From an optimization exercise on the open Yosys and OpenROAD flow, aimed at small area, a short achievable clock period and few clock cycles per item; shortcuts taken in it are not production practice.
The RTL was checked by simulation tests, not by an equivalence proof against the original design.
Power and IR drop assume default switching activity.

[flow/run.sh]
#!/bin/bash
# synth_recipe.tcl (not shown) runs the flow's synth.tcl, then flattens the netlist and writes it again
# the make line also repeats each setting of config.mk as NAME=value (left out here)
make -C /OpenROAD-flow-scripts/flow DESIGN_CONFIG=/design/flow/config.mk WORK_HOME=/design/flow/orfs CLKGATE_MAP_FILE= SYNTH_SCRIPT=/design/flow/synth_recipe.tcl finish
[flow/config.mk]
export PLATFORM = sky130hd
export DESIGN_NAME = iac_core
export DESIGN_NICKNAME = iac_core
export VERILOG_FILES = /design/flow/design.v
export SDC_FILE = /design/flow/constraint.sdc
export NUM_CORES = 4
export LEC_CHECK = 0
export CAP_MARGIN = 20
export CORE_MARGIN = 2
export CORE_UTILIZATION = 40
export SLEW_MARGIN = 20
[flow/constraint.sdc]
create_clock -name core_clock -period 10.0 [get_ports {clk}]
set_input_delay 2.0000 -clock core_clock [delete_from_list [all_inputs] [get_ports {clk}]]
set_output_delay 2.0000 -clock core_clock [all_outputs]
set_load 0.01 [all_outputs]
[flow/design.v]
module iac_core (
    input  wire        clk,
    input  wire        rst,
    input  wire        cmd_valid,
    output wire        cmd_ready,
    input  wire [31:0] cmd,
    input  wire [63:0] cursor,
    input  wire [3:0]  coil_in,
    input  wire [31:0] now_ms,
    output reg         rsp_valid,
    output reg  [1:0]  rsp_status,
    output reg  [88:0] rsp_data,
    output reg         ent_valid,
    output reg  [36:0] ent_data,
    output wire [3:0]  coil_out,
    output reg         coil_wr,
    output wire        drv_power,
    output wire        drv_moving_o,
    output wire [15:0] tick_ms
);
    localparam integer LOG_CAP         = 32;    
    localparam [31:0]  IDLE_TIMEOUT_MS = 32'd300;
    localparam [15:0]  TICK_MIN        = 16'd1;
    localparam [15:0]  TICK_MAX        = 16'd500;
    localparam [15:0]  TICK_RESET      = 16'd10;
    localparam [1:0] ST_OK = 2'b00, ST_REJ = 2'b01, ST_ILL = 2'b10;
    localparam [1:0] DIR_NONE = 2'b00, DIR_FWD = 2'b01, DIR_REV = 2'b10;
    localparam [2:0] TK_NONE = 3'd0, TK_INIT = 3'd1, TK_FWD = 3'd2, TK_REV = 3'd3,
                     TK_NULL = 3'd4, TK_SKIP = 3'd5, TK_NOPHASE = 3'd6;
    localparam [4:0] OP_DRV_ENABLE = 5'h01, OP_DRV_DISABLE = 5'h02, OP_DRV_START_CONT = 5'h03,
                     OP_DRV_START_FIXED = 5'h04, OP_DRV_STOP = 5'h05, OP_DRV_TICK = 5'h06,
                     OP_DRV_SET_INTERVAL = 5'h07, OP_DRV_SNAPSHOT = 5'h08, OP_MON_EDGE = 5'h09,
                     OP_MON_POLL_IDLE = 5'h0A, OP_MON_SNAPSHOT = 5'h0B, OP_LOG_DRAIN = 5'h0C,
                     OP_LOG_EXPORT = 5'h0D, OP_LOG_CLEAR = 5'h0E, OP_LOG_STATUS = 5'h0F,
                     OP_RESET_POSITIONS = 5'h10, OP_PT_PATTERN = 5'h11, OP_PT_CLASSIFY = 5'h12;
    localparam [1:0] S_IDLE = 2'd0, S_EXEC = 2'd1, S_EMIT2 = 2'd2, S_STREAM = 2'd3;
    function [3:0] pattern_for_phase(input [1:0] p);
        case (p)
            2'd0: pattern_for_phase = 4'b0101;
            2'd1: pattern_for_phase = 4'b0110;
            2'd2: pattern_for_phase = 4'b1010;
            default: pattern_for_phase = 4'b1001;
        endcase
    endfunction
    function [2:0] classify(input [3:0] x);
        case (x)
            4'b0000: classify = 3'b101;    
            4'b1111: classify = 3'b100;    
            4'b0101: classify = 3'b000;    
            4'b0110: classify = 3'b001;    
            4'b1010: classify = 3'b010;    
            4'b1001: classify = 3'b011;    
            default: classify = 3'b110;    
        endcase
    endfunction
    reg        drv_enabled, drv_moving;
    reg [1:0]  drv_dir, drv_phase;
    reg [23:0] drv_remaining;
    reg [31:0] drv_pos, drv_total;
    reg [15:0] drv_tick_ms;
    reg [3:0]  drv_coil_out;
    reg [3:0]  mon_raw;
    reg [31:0] mon_last_change;
    reg        mon_lp_valid;
    reg [1:0]  mon_lp;
    reg [31:0] mon_pos;
    reg [1:0]  mon_dir;
    reg [4:0]  log_head, log_tail;
    reg [5:0]  log_count;
    reg        log_ovf;
    reg [31:0] log_total, log_gen;
    reg [36:0] log_buf [0:LOG_CAP-1];
    assign coil_out     = drv_coil_out;
    assign drv_power    = drv_enabled;
    assign drv_moving_o = drv_moving;
    assign tick_ms      = drv_tick_ms;
    reg [1:0]  state;
    reg [31:0] c_cmd;
    reg [63:0] c_cursor;
    reg [3:0]  c_coil;
    reg [31:0] c_now;
    reg [4:0]  str_idx;
    reg [5:0]  str_left;
    assign cmd_ready = (state == S_IDLE);
    wire [4:0]  op   = c_cmd[31:27];
    wire        dbit = c_cmd[26];
    wire [1:0]  rsv  = c_cmd[25:24];
    wire [23:0] arg  = c_cmd[23:0];
    reg legal;
    always @(*) begin
        case (op)
            OP_DRV_ENABLE, OP_DRV_DISABLE, OP_DRV_STOP, OP_DRV_TICK, OP_DRV_SNAPSHOT,
            OP_MON_EDGE, OP_MON_POLL_IDLE, OP_MON_SNAPSHOT, OP_LOG_DRAIN, OP_LOG_EXPORT,
            OP_LOG_CLEAR, OP_LOG_STATUS, OP_RESET_POSITIONS:
                legal = (rsv == 2'b00) && !dbit && (arg == 24'd0);
            OP_DRV_START_CONT:
                legal = (rsv == 2'b00) && (arg == 24'd0);
            OP_DRV_START_FIXED:
                legal = (rsv == 2'b00);
            OP_DRV_SET_INTERVAL:
                legal = (rsv == 2'b00) && !dbit;
            OP_PT_PATTERN:
                legal = (rsv == 2'b00) && !dbit && (arg[23:2] == 22'd0);
            OP_PT_CLASSIFY:
                legal = (rsv == 2'b00) && !dbit && (arg[23:4] == 20'd0);
            default:
                legal = 1'b0;
        endcase
    end
    wire [1:0]  tick_phase = (drv_dir == DIR_FWD) ? drv_phase + 2'd1 : drv_phase - 2'd1;
    wire [31:0] tick_pos   = (drv_dir == DIR_FWD) ? drv_pos + 32'd1 : drv_pos - 32'd1;
    wire [15:0] clamped_tick = (arg < {8'd0, TICK_MIN}) ? TICK_MIN :
                               (arg > {8'd0, TICK_MAX}) ? TICK_MAX : arg[15:0];
    wire [2:0]  edge_cls  = classify(c_coil);
    wire        edge_chg  = (c_coil != mon_raw);
    wire [1:0]  edge_d    = edge_cls[1:0] - mon_lp;
    reg  [2:0]  edge_tk;
    always @(*) begin
        if (!edge_chg)                edge_tk = TK_NONE;
        else if (edge_cls[2])         edge_tk = TK_NOPHASE;
        else if (!mon_lp_valid)       edge_tk = TK_INIT;
        else if (edge_d == 2'd1)      edge_tk = TK_FWD;
        else if (edge_d == 2'd3)      edge_tk = TK_REV;
        else if (edge_d == 2'd0)      edge_tk = TK_NULL;
        else                          edge_tk = TK_SKIP;
    end
    wire [31:0] elapsed = c_now - mon_last_change;
    wire        is_idle = (elapsed > IDLE_TIMEOUT_MS);
    wire [31:0] drain_s     = (c_cursor[63:32] == log_gen) ? c_cursor[31:0] : 32'd0;
    wire [31:0] drain_delta = log_total - drain_s;
    wire [5:0]  drain_n     = (drain_delta < {26'd0, log_count}) ? drain_delta[5:0] : log_count;
    wire [4:0]  drain_start = log_tail + log_count[4:0] - drain_n[4:0];
    always @(posedge clk) begin
        if (rst) begin
            state           <= S_IDLE;
            rsp_valid       <= 1'b0;
            rsp_status      <= 2'b00;
            rsp_data        <= 89'd0;
            ent_valid       <= 1'b0;
            ent_data        <= 37'd0;
            coil_wr         <= 1'b0;
            drv_enabled     <= 1'b0;
            drv_moving      <= 1'b0;
            drv_dir         <= DIR_NONE;
            drv_phase       <= 2'd0;
            drv_remaining   <= 24'd0;
            drv_pos         <= 32'd0;
            drv_total       <= 32'd0;
            drv_tick_ms     <= TICK_RESET;
            drv_coil_out    <= 4'b0000;
            mon_raw         <= 4'b0000;
            mon_last_change <= 32'd0;
            mon_lp_valid    <= 1'b0;
            mon_lp          <= 2'd0;
            mon_pos         <= 32'd0;
            mon_dir         <= DIR_NONE;
            log_head        <= 5'd0;
            log_tail        <= 5'd0;
            log_count       <= 6'd0;
            log_ovf         <= 1'b0;
            log_total       <= 32'd0;
            log_gen         <= 32'd0;
            str_idx         <= 5'd0;
            str_left        <= 6'd0;
        end else begin
            rsp_valid <= 1'b0;
            ent_valid <= 1'b0;
            coil_wr   <= 1'b0;
            case (state)
            S_IDLE: begin
                if (cmd_valid) begin
                    c_cmd    <= cmd;
                    c_cursor <= cursor;
                    c_coil   <= coil_in;
                    c_now    <= now_ms;
                    state    <= S_EXEC;
                end
            end
            S_EXEC: begin
                state      <= S_IDLE;
                rsp_valid  <= 1'b1;
                rsp_status <= ST_OK;
                rsp_data   <= 89'd0;
                if (!legal) begin
                    rsp_status <= ST_ILL;
                end else begin
                    case (op)
                    OP_DRV_ENABLE: drv_enabled <= 1'b1;
                    OP_DRV_DISABLE: begin
                        drv_enabled   <= 1'b0;
                        drv_moving    <= 1'b0;
                        drv_remaining <= 24'd0;
                        drv_coil_out  <= 4'b0000;
                        coil_wr       <= 1'b1;
                    end
                    OP_DRV_START_CONT: begin
                        if (!drv_enabled) begin
                            rsp_status <= ST_REJ;
                        end else begin
                            drv_moving    <= 1'b1;
                            drv_remaining <= 24'd0;
                            drv_dir       <= dbit ? DIR_REV : DIR_FWD;
                        end
                    end
                    OP_DRV_START_FIXED: begin
                        if (!drv_enabled || arg == 24'd0) begin
                            rsp_status <= ST_REJ;
                        end else begin
                            drv_moving    <= 1'b1;
                            drv_remaining <= arg;
                            drv_dir       <= dbit ? DIR_REV : DIR_FWD;
                        end
                    end
                    OP_DRV_STOP: begin
                        drv_moving    <= 1'b0;
                        drv_remaining <= 24'd0;
                    end
                    OP_DRV_TICK: begin
                        if (drv_moving) begin
                            drv_phase    <= tick_phase;
                            drv_pos      <= tick_pos;
                            drv_total    <= drv_total + 32'd1;
                            drv_coil_out <= pattern_for_phase(tick_phase);
                            coil_wr      <= 1'b1;
                            rsp_data[0]  <= 1'b1;
                            if (drv_remaining != 24'd0) begin
                                drv_remaining <= drv_remaining - 24'd1;
                                if (drv_remaining == 24'd1) begin
                                    drv_moving  <= 1'b0;
                                    drv_enabled <= 1'b0;
                                    rsp_valid   <= 1'b0;
                                    state       <= S_EMIT2;
                                end
                            end
                        end
                    end
                    OP_DRV_SET_INTERVAL: begin
                        drv_tick_ms     <= clamped_tick;
                        rsp_data[15:0]  <= clamped_tick;
                    end
                    OP_DRV_SNAPSHOT:
                        rsp_data[85:0] <= {drv_enabled, drv_moving, drv_phase, drv_pos,
                                           drv_total, drv_tick_ms, drv_dir};
                    OP_MON_EDGE: begin
                        rsp_data[6:0] <= {edge_chg, edge_cls, edge_tk};
                        if (edge_chg) begin
                            log_buf[log_head] <= {c_now, c_coil, drv_moving};
                            log_head <= log_head + 5'd1;
                            if (log_count == 6'd32) begin
                                log_tail <= log_tail + 5'd1;
                                log_ovf  <= 1'b1;
                            end else begin
                                log_count <= log_count + 6'd1;
                            end
                            log_total <= log_total + 32'd1;
                            if (!edge_cls[2]) begin
                                mon_lp       <= edge_cls[1:0];
                                mon_lp_valid <= 1'b1;
                                if (edge_tk == TK_FWD) begin
                                    mon_dir <= DIR_FWD;
                                    mon_pos <= mon_pos + 32'd1;
                                end else if (edge_tk == TK_REV) begin
                                    mon_dir <= DIR_REV;
                                    mon_pos <= mon_pos - 32'd1;
                                end
                            end
                            mon_raw         <= c_coil;
                            mon_last_change <= c_now;
                        end
                    end
                    OP_MON_POLL_IDLE: begin
                        rsp_data[0] <= is_idle;
                        if (is_idle) mon_dir <= DIR_NONE;
                    end
                    OP_MON_SNAPSHOT:
                        rsp_data[69:0] <= {mon_raw, mon_pos, mon_dir, mon_last_change};
                    OP_LOG_DRAIN: begin
                        rsp_data <= {19'd0, drain_n, log_gen, log_total};
                        str_idx  <= drain_start;
                        str_left <= drain_n;
                        if (drain_n != 6'd0) state <= S_STREAM;
                    end
                    OP_LOG_EXPORT: begin
                        rsp_data[24:0] <= {19'd0, log_count};
                        str_idx  <= log_tail;
                        str_left <= log_count;
                        if (log_count != 6'd0) state <= S_STREAM;
                    end
                    OP_LOG_CLEAR: begin
                        log_count <= 6'd0;
                        log_head  <= 5'd0;
                        log_tail  <= 5'd0;
                        log_ovf   <= 1'b0;
                        log_total <= 32'd0;
                        log_gen   <= log_gen + 32'd1;
                    end
                    OP_LOG_STATUS:
                        rsp_data[50:0] <= {19'd0, log_count, 25'd32, log_ovf};
                    OP_RESET_POSITIONS: begin
                        drv_pos   <= 32'd0;
                        mon_pos   <= 32'd0;
                        drv_total <= 32'd0;
                    end
                    OP_PT_PATTERN:
                        rsp_data[3:0] <= pattern_for_phase(arg[1:0]);
                    OP_PT_CLASSIFY:
                        rsp_data[2:0] <= classify(arg[3:0]);
                    default: ;
                    endcase
                end
            end
            S_EMIT2: begin
                drv_remaining <= 24'd0;
                drv_coil_out  <= 4'b0000;
                coil_wr       <= 1'b1;
                rsp_valid     <= 1'b1;
                rsp_status    <= ST_OK;
                rsp_data      <= 89'd1;
                state         <= S_IDLE;
            end
            S_STREAM: begin
                ent_valid <= 1'b1;
                ent_data  <= log_buf[str_idx];
                str_idx   <= str_idx + 5'd1;
                str_left  <= str_left - 6'd1;
                if (str_left == 6'd1) state <= S_IDLE;
            end
            default: state <= S_IDLE;
            endcase
        end
    end
endmodule
==> impl_results.html <==
<table>
<tr><th>Metric</th><th>Value</th></tr>
<tr><th colspan="2">Critical path</th></tr>
<tr><td>Critical path startpoint category</td><td>flip-flop</td></tr>
<tr><td>Critical path class</td><td>flip-flop to flip-flop</td></tr>
<tr><td>Worst Path Required</td><td>~11 ns</td></tr>
<tr><td>Worst-path fanout max</td><td>17</td></tr>
<tr><td>Master of the slowest instance on the critical path</td><td>nor4_1</td></tr>
<tr><td>Data arrival time of the critical path</td><td>around 9 ns</td></tr>
<tr><td>Worst Setup End Kind</td><td>flip-flop</td></tr>
<tr><td>Highest cell delay on the worst timing path</td><td>around 0.77 ns</td></tr>
<tr><th colspan="2">CTS</th></tr>
<tr><td>CTS hold repair buffers</td><td>0</td></tr>
<tr><td>Setup fix buffers added after clock tree synthesis</td><td>0</td></tr>
<tr><td>Number of clock sinks seen by CTS</td><td>1725</td></tr>
<tr><td>Maximum buffer depth of the clock tree</td><td>3</td></tr>
<tr><td>Clock tree from TritonCTS</td><td>yes</td></tr>
<tr><td>Number of buffers created by CTS</td><td>183</td></tr>
<tr><td>Post-cts sizing count</td><td>0</td></tr>
<tr><td>CTS clk-pin slew, worst paths</td><td>~0.060 ns</td></tr>
<tr><td>H-tree lvl count</td><td>4</td></tr>
<tr><td>Insertion delay of the later-clocked pin in the worst-skew pair</td><td>between 0.8 and 0.9 ns</td></tr>
<tr><td>CTS root buf</td><td>clkbuf_16</td></tr>
<tr><th colspan="2">Logic synthesis</th></tr>
<tr><td>Synthesized-area fraction occupied by ao, oa, aoi and oai cells</td><td>7.99%</td></tr>
<tr><td>Cell with the most instances after synthesis</td><td>edfxtp_1</td></tr>
<tr><td>Sequential area share after synthesis</td><td>a little under two thirds</td></tr>
<tr><td>Synth top cells by count</td><td>edfxtp_1, nor2_1, dfxtp_1</td></tr>
<tr><td>Post-synthesis share of cell area spent on xor and xnor gates</td><td>about 2.5%</td></tr>
<tr><td>Yosys Warn Count</td><td>1</td></tr>
<tr><td>Portion of netlist area occupied by mux cells</td><td>12.8%</td></tr>
<tr><td>Proportion of synthesized flip-flops having asynchronous set or reset</td><td>0%</td></tr>
<tr><td>Post-synth EDFFs</td><td>~1300</td></tr>
<tr><td>Synth Area in Adders</td><td>~2.8%</td></tr>
<tr><td>Number of unique standard cell types used by synthesis</td><td>about 110</td></tr>
<tr><td>Top area cells in the synthesized netlist</td><td>edfxtp_1, mux4_2, dfxtp_1</td></tr>
<tr><td>Cell type contributing the most total cell area after synthesis</td><td>edfxtp_1</td></tr>
<tr><td>Combinational family with the most area after synthesis</td><td>multiplexers</td></tr>
<tr><td>Count of state elements after synthesis</td><td>1725</td></tr>
<tr><td>Area fraction of the dominant cell type after synthesis</td><td>a little over half</td></tr>
<tr><td>Simple-gate share of the synthesized area</td><td>just over 8%</td></tr>
<tr><td>Cell count after synthesis</td><td>roughly 5300</td></tr>
<tr><td>Syn avg cell area</td><td>14.2 um2</td></tr>
<tr><td>Cell Area, Synth</td><td>around 75000 um2</td></tr>
<tr><td>Prevailing post-synth register cell</td><td>edfxtp_1</td></tr>
<tr><th colspan="2">Worst hold path</th></tr>
<tr><td>Min-Delay Path Class</td><td>flip-flop to flip-flop</td></tr>
<tr><th colspan="2">Routing</th></tr>
<tr><td>Total length of routed wires</td><td>219000 um</td></tr>
<tr><td>Pre-antenna DRT Iters</td><td>5</td></tr>
<tr><td>Total number of vias</td><td>approximately 47000</td></tr>
<tr><td>Post-detailed-route count of antenna-violating nets</td><td>0</td></tr>
<tr><td>DR iter-0 viols</td><td>around 5200</td></tr>
<tr><td>Remaining DRCs</td><td>0</td></tr>
<tr><td>Wirelength per Cell</td><td>between 20 and 30 um</td></tr>
<tr><td>Vias per cell</td><td>about 5.8</td></tr>
<tr><th colspan="2">STA</th></tr>
<tr><td>Setup Skew</td><td>0.0456 ns</td></tr>
<tr><td>Max frequency</td><td>approximately 0.12 GHz</td></tr>
<tr><td>Endpoints failing hold</td><td>0</td></tr>
<tr><td>Max-slew headroom at the worst pin</td><td>21.4%</td></tr>
<tr><td>Least-Margin Pin Slew</td><td>about 1.2 ns</td></tr>
<tr><td>Setup_tns</td><td>0 ns</td></tr>
<tr><td>Setup repair after global routing missed its margin</td><td>no</td></tr>
<tr><td>Final slew viol count</td><td>0</td></tr>
<tr><td>Final Cycle Share</td><td>between 80% and 90%</td></tr>
<tr><td>Final worst path period need</td><td>~8.3 ns</td></tr>
<tr><td>Number of endpoints failing setup at the final stage</td><td>0</td></tr>
<tr><th colspan="2">Final layout</th></tr>
<tr><td>Non-Filler Cell Area, Final</td><td>between 80000 and 90000 um2</td></tr>
<tr><td>Post-layout instance count excluding filler cells</td><td>around 8000</td></tr>
<tr><td>Register area</td><td>approximately 48000 um2</td></tr>
<tr><td>Filler cell count in the final layout</td><td>between 15000 and 20000</td></tr>
<tr><td>Multi-input combinational cell area</td><td>~26000 um2</td></tr>
<tr><td>Nets@finish</td><td>between 5000 and 6000</td></tr>
<tr><td>Share of layout cells above drive strength 1</td><td>approximately 15%</td></tr>
<tr><td>Relative area change from synthesis to final layout</td><td>16.2%</td></tr>
<tr><th colspan="2">Die</th></tr>
<tr><td>Number of placed I/O pins</td><td>around 290</td></tr>
<tr><td>DIE HEIGHT</td><td>between 400 and 500 um</td></tr>
<tr><td>Area of the placeable core</td><td>around 190000 um2</td></tr>
<tr><td>Effective utilization at floorplan</td><td>40.2%</td></tr>
<tr><td>Die footprint</td><td>191000 um2</td></tr>
<tr><td>Standard-cell rows</td><td>159</td></tr>
<tr><td>Width of the chip</td><td>roughly 440 um</td></tr>
<tr><th colspan="2">Pwr</th></tr>
<tr><td>Switch share</td><td>a little over a fifth</td></tr>
<tr><td>Overall power</td><td>15100 uW</td></tr>
<tr><td>P_leak</td><td>0.0282 uW</td></tr>
<tr><td>Maximum vdd drop</td><td>around 160 uV</td></tr>
<tr><td>Power density over the cells</td><td>approximately 170 nW/um2</td></tr>
<tr><td>Proportion of power drawn by flip-flops and latches</td><td>51.4%</td></tr>
<tr><td>Internal power summed over all cells</td><td>11800 uW</td></tr>
<tr><td>Proportion of power drawn by the clock network</td><td>45.7%</td></tr>
<tr><td>Switching power total</td><td>3240 uW</td></tr>
<tr><td>Proportion of power drawn by combinational gates</td><td>2.9%</td></tr>
<tr><th colspan="2">GRT</th></tr>
<tr><td>Remaining global-route overflow</td><td>0</td></tr>
<tr><td>First-pass GRT wire length</td><td>roughly 320000 um</td></tr>
<tr><td>Number of global-route vias before repair</td><td>roughly 45000</td></tr>
<tr><td>Largest net degree at the start of global routing</td><td>about 150</td></tr>
<tr><td>Overall routing resource usage</td><td>between 20% and 30%</td></tr>
<tr><td>Antenna violations before repair</td><td>4</td></tr>
<tr><th colspan="2">Run</th></tr>
<tr><td>Max Cap Viol</td><td>0</td></tr>
<tr><th colspan="2">Placement</th></tr>
<tr><td>Placed wire-length estimate after detailed placement</td><td>139000 um</td></tr>
<tr><td>Placer congestion estimate</td><td>between 0.9 and 1</td></tr>
<tr><td>Total cell area at the placement stage</td><td>81200 um2</td></tr>
<tr><td>Placed Cells incl. Taps</td><td>around 7900</td></tr>
<tr><td>Count of input and output buffers</td><td>roughly 290</td></tr>
<tr><th colspan="2">Status</th></tr>
<tr><td>Run status</td><td>finished clean</td></tr>
</table>
area by class of cell:
cell class	count	share of cell area, %
clock buffers	223	5.54
repair buffers	399	4.32
flip-flops and latches	1725	54.6
multi-input cells	3155	30.0
diodes	2	0.00573
inverters	125	0.537
well taps	2495	3.57
clock inverters	113	1.44
kinds of logic (layout without fill, tap and decap cells):
| logic type | count (synthesis) | count (layout) |
|---|---|---|
| mux | 498 | 498 |
| xor+xnor | 216 | 216 |
| fa+ha+maj | 166 | 166 |
| flops | 1725 | 1725 |
| other cells | 1 | 5 |
| compound gates | 918 | 918 |
| buf+inv | 411 | 860 |
| simple gates | 1354 | 1354 |
flip-flops by register name (all words and copies together) (netlist names), 6 cells and up:
register	cells
log_buf	1184
rsp_data	86
c_cursor	64
ent_data	37
c_cmd	32
c_now	32
drv_pos	32
drv_total	32
log_gen	32
log_total	32
mon_last_change	32
mon_pos	32
drv_remaining	24
drv_tick_ms	16
log_count	6
str_left	6
critical path: cells and delay by family, from the launching register on:
family,cells,cell delay (ns)
AND/OR/NAND/NOR,8,2.67
XOR/XNOR,4,0.62
AO/OA/AOI/OAI,8,1.92
flip-flops,1,0.48
buffers and inverters,3,0.49
adder cells (fa/ha/maj),3,1.36
multiplexers,2,0.60
cells in the final DEF, fill, tap and decap left out, drive strengths merged, types with 12 or more instances in the layout:
cell              n
edfxtp         1316
nor2            497
dfxtp           409
mux4            370
nand2           346
clkdlybuf4s50   284
a21oi           259
clkbuf          223
o21ai           206
ha              161
nand3           135
inv             129
mux2i           123
a22oi           122
buf             115
xnor2           114
xor2            102
nor3             82
clkinv           82
a211oi           69
nand4            51
and3             46
a21o             42
nand2b           30
nor2b            29
or3              28
nor4             28
o21a             25
a31oi            20
nand3b           19
bufinv           19
a221oi           17
o31ai            15
o211ai           14
a2111oi          14
and2             13
o21bai           12
worst paths after layout:
check	startpoint	end	slack [ns]	depth (start not counted)
hold reg to reg	log_ovf$_SDFFE_PP0P_	log_ovf$_SDFFE_PP0P_	0.47	2
hold / removal	log_ovf$_SDFFE_PP0P_	log_ovf$_SDFFE_PP0P_	0.47	2
setup reg to reg	log_gen[19]$_SDFFE_PP0P_	str_idx[4]$_SDFFE_PP0P_	1.67	28
setup / recovery	log_gen[19]$_SDFFE_PP0P_	str_idx[4]$_SDFFE_PP0P_	1.67	28
layer usage:
layer  vias up  global-route usage, %  wire, um
li1      21000                      -         -
met1     24200                   32.3     95600
met2      1783                   34.6    101000
met3       333                   3.89     15300
met4         4                   7.88      7650
met5         -                      0        25
power groups by stage:
stage                     logic [uW]  registers, uW  clock network [uW]
final                            436           7760                6880
after CTS                        434           7750                7010
after global routing             473           7750                7290
after detailed placement         433           7910                   0
after global placement           426           7910                   0
after floorplan                  217           7930                   0
per-stage QoR:
| stage | hold slack [ns] | worst slack (ns) | util (%) |
|---|---|---|---|
| 2_1_floorplan | 0.436 | 1.24 | - |
| 3_3_place_gp | 0.447 | 1.78 | 43.4 |
| 3_5_place_dp | 0.457 | 1.71 | 43.4 |
| 4_1_cts | 0.466 | 1.66 | 46.7 |
| 5_1_grt | 0.491 | 1.00 | 46.7 |
| 6_report | 0.470 | 1.67 | 46.7 |
Testbench counts, summed over its fixed seeds: cycles 58,900, commands 24,000.

==> separate check: timing with driven ports <==
In the flow no input, the clock included, has a driving cell. The finished layout below was timed again as built, in two steps. Step 1, drivers: a clkbuf_16 drives clk and a buf_2 each remaining input, both assumed. Step 2 adds t to the input delays and takes it off the output delays; t is the mean of the earliest and latest rising clock arrival at the registers after step 1. Input paths then give back, and output paths get back, about the clock's delay inside the block. Slacks: ideal ports / drivers / drivers and shift; pairs: ideal ports / drivers.
t (ns): 0.909
slack for setup (ns): 1.675 / 1.675 / 1.675
hold slack, ns: 0.470 / 0.470 / 0.470
worst register clock-pin slew, ns: 0.07 / 0.07
After both steps setup and hold are still met in this run. The setup slack of this run moves by 0.000 ns with the drivers and by 0.000 ns with both steps.
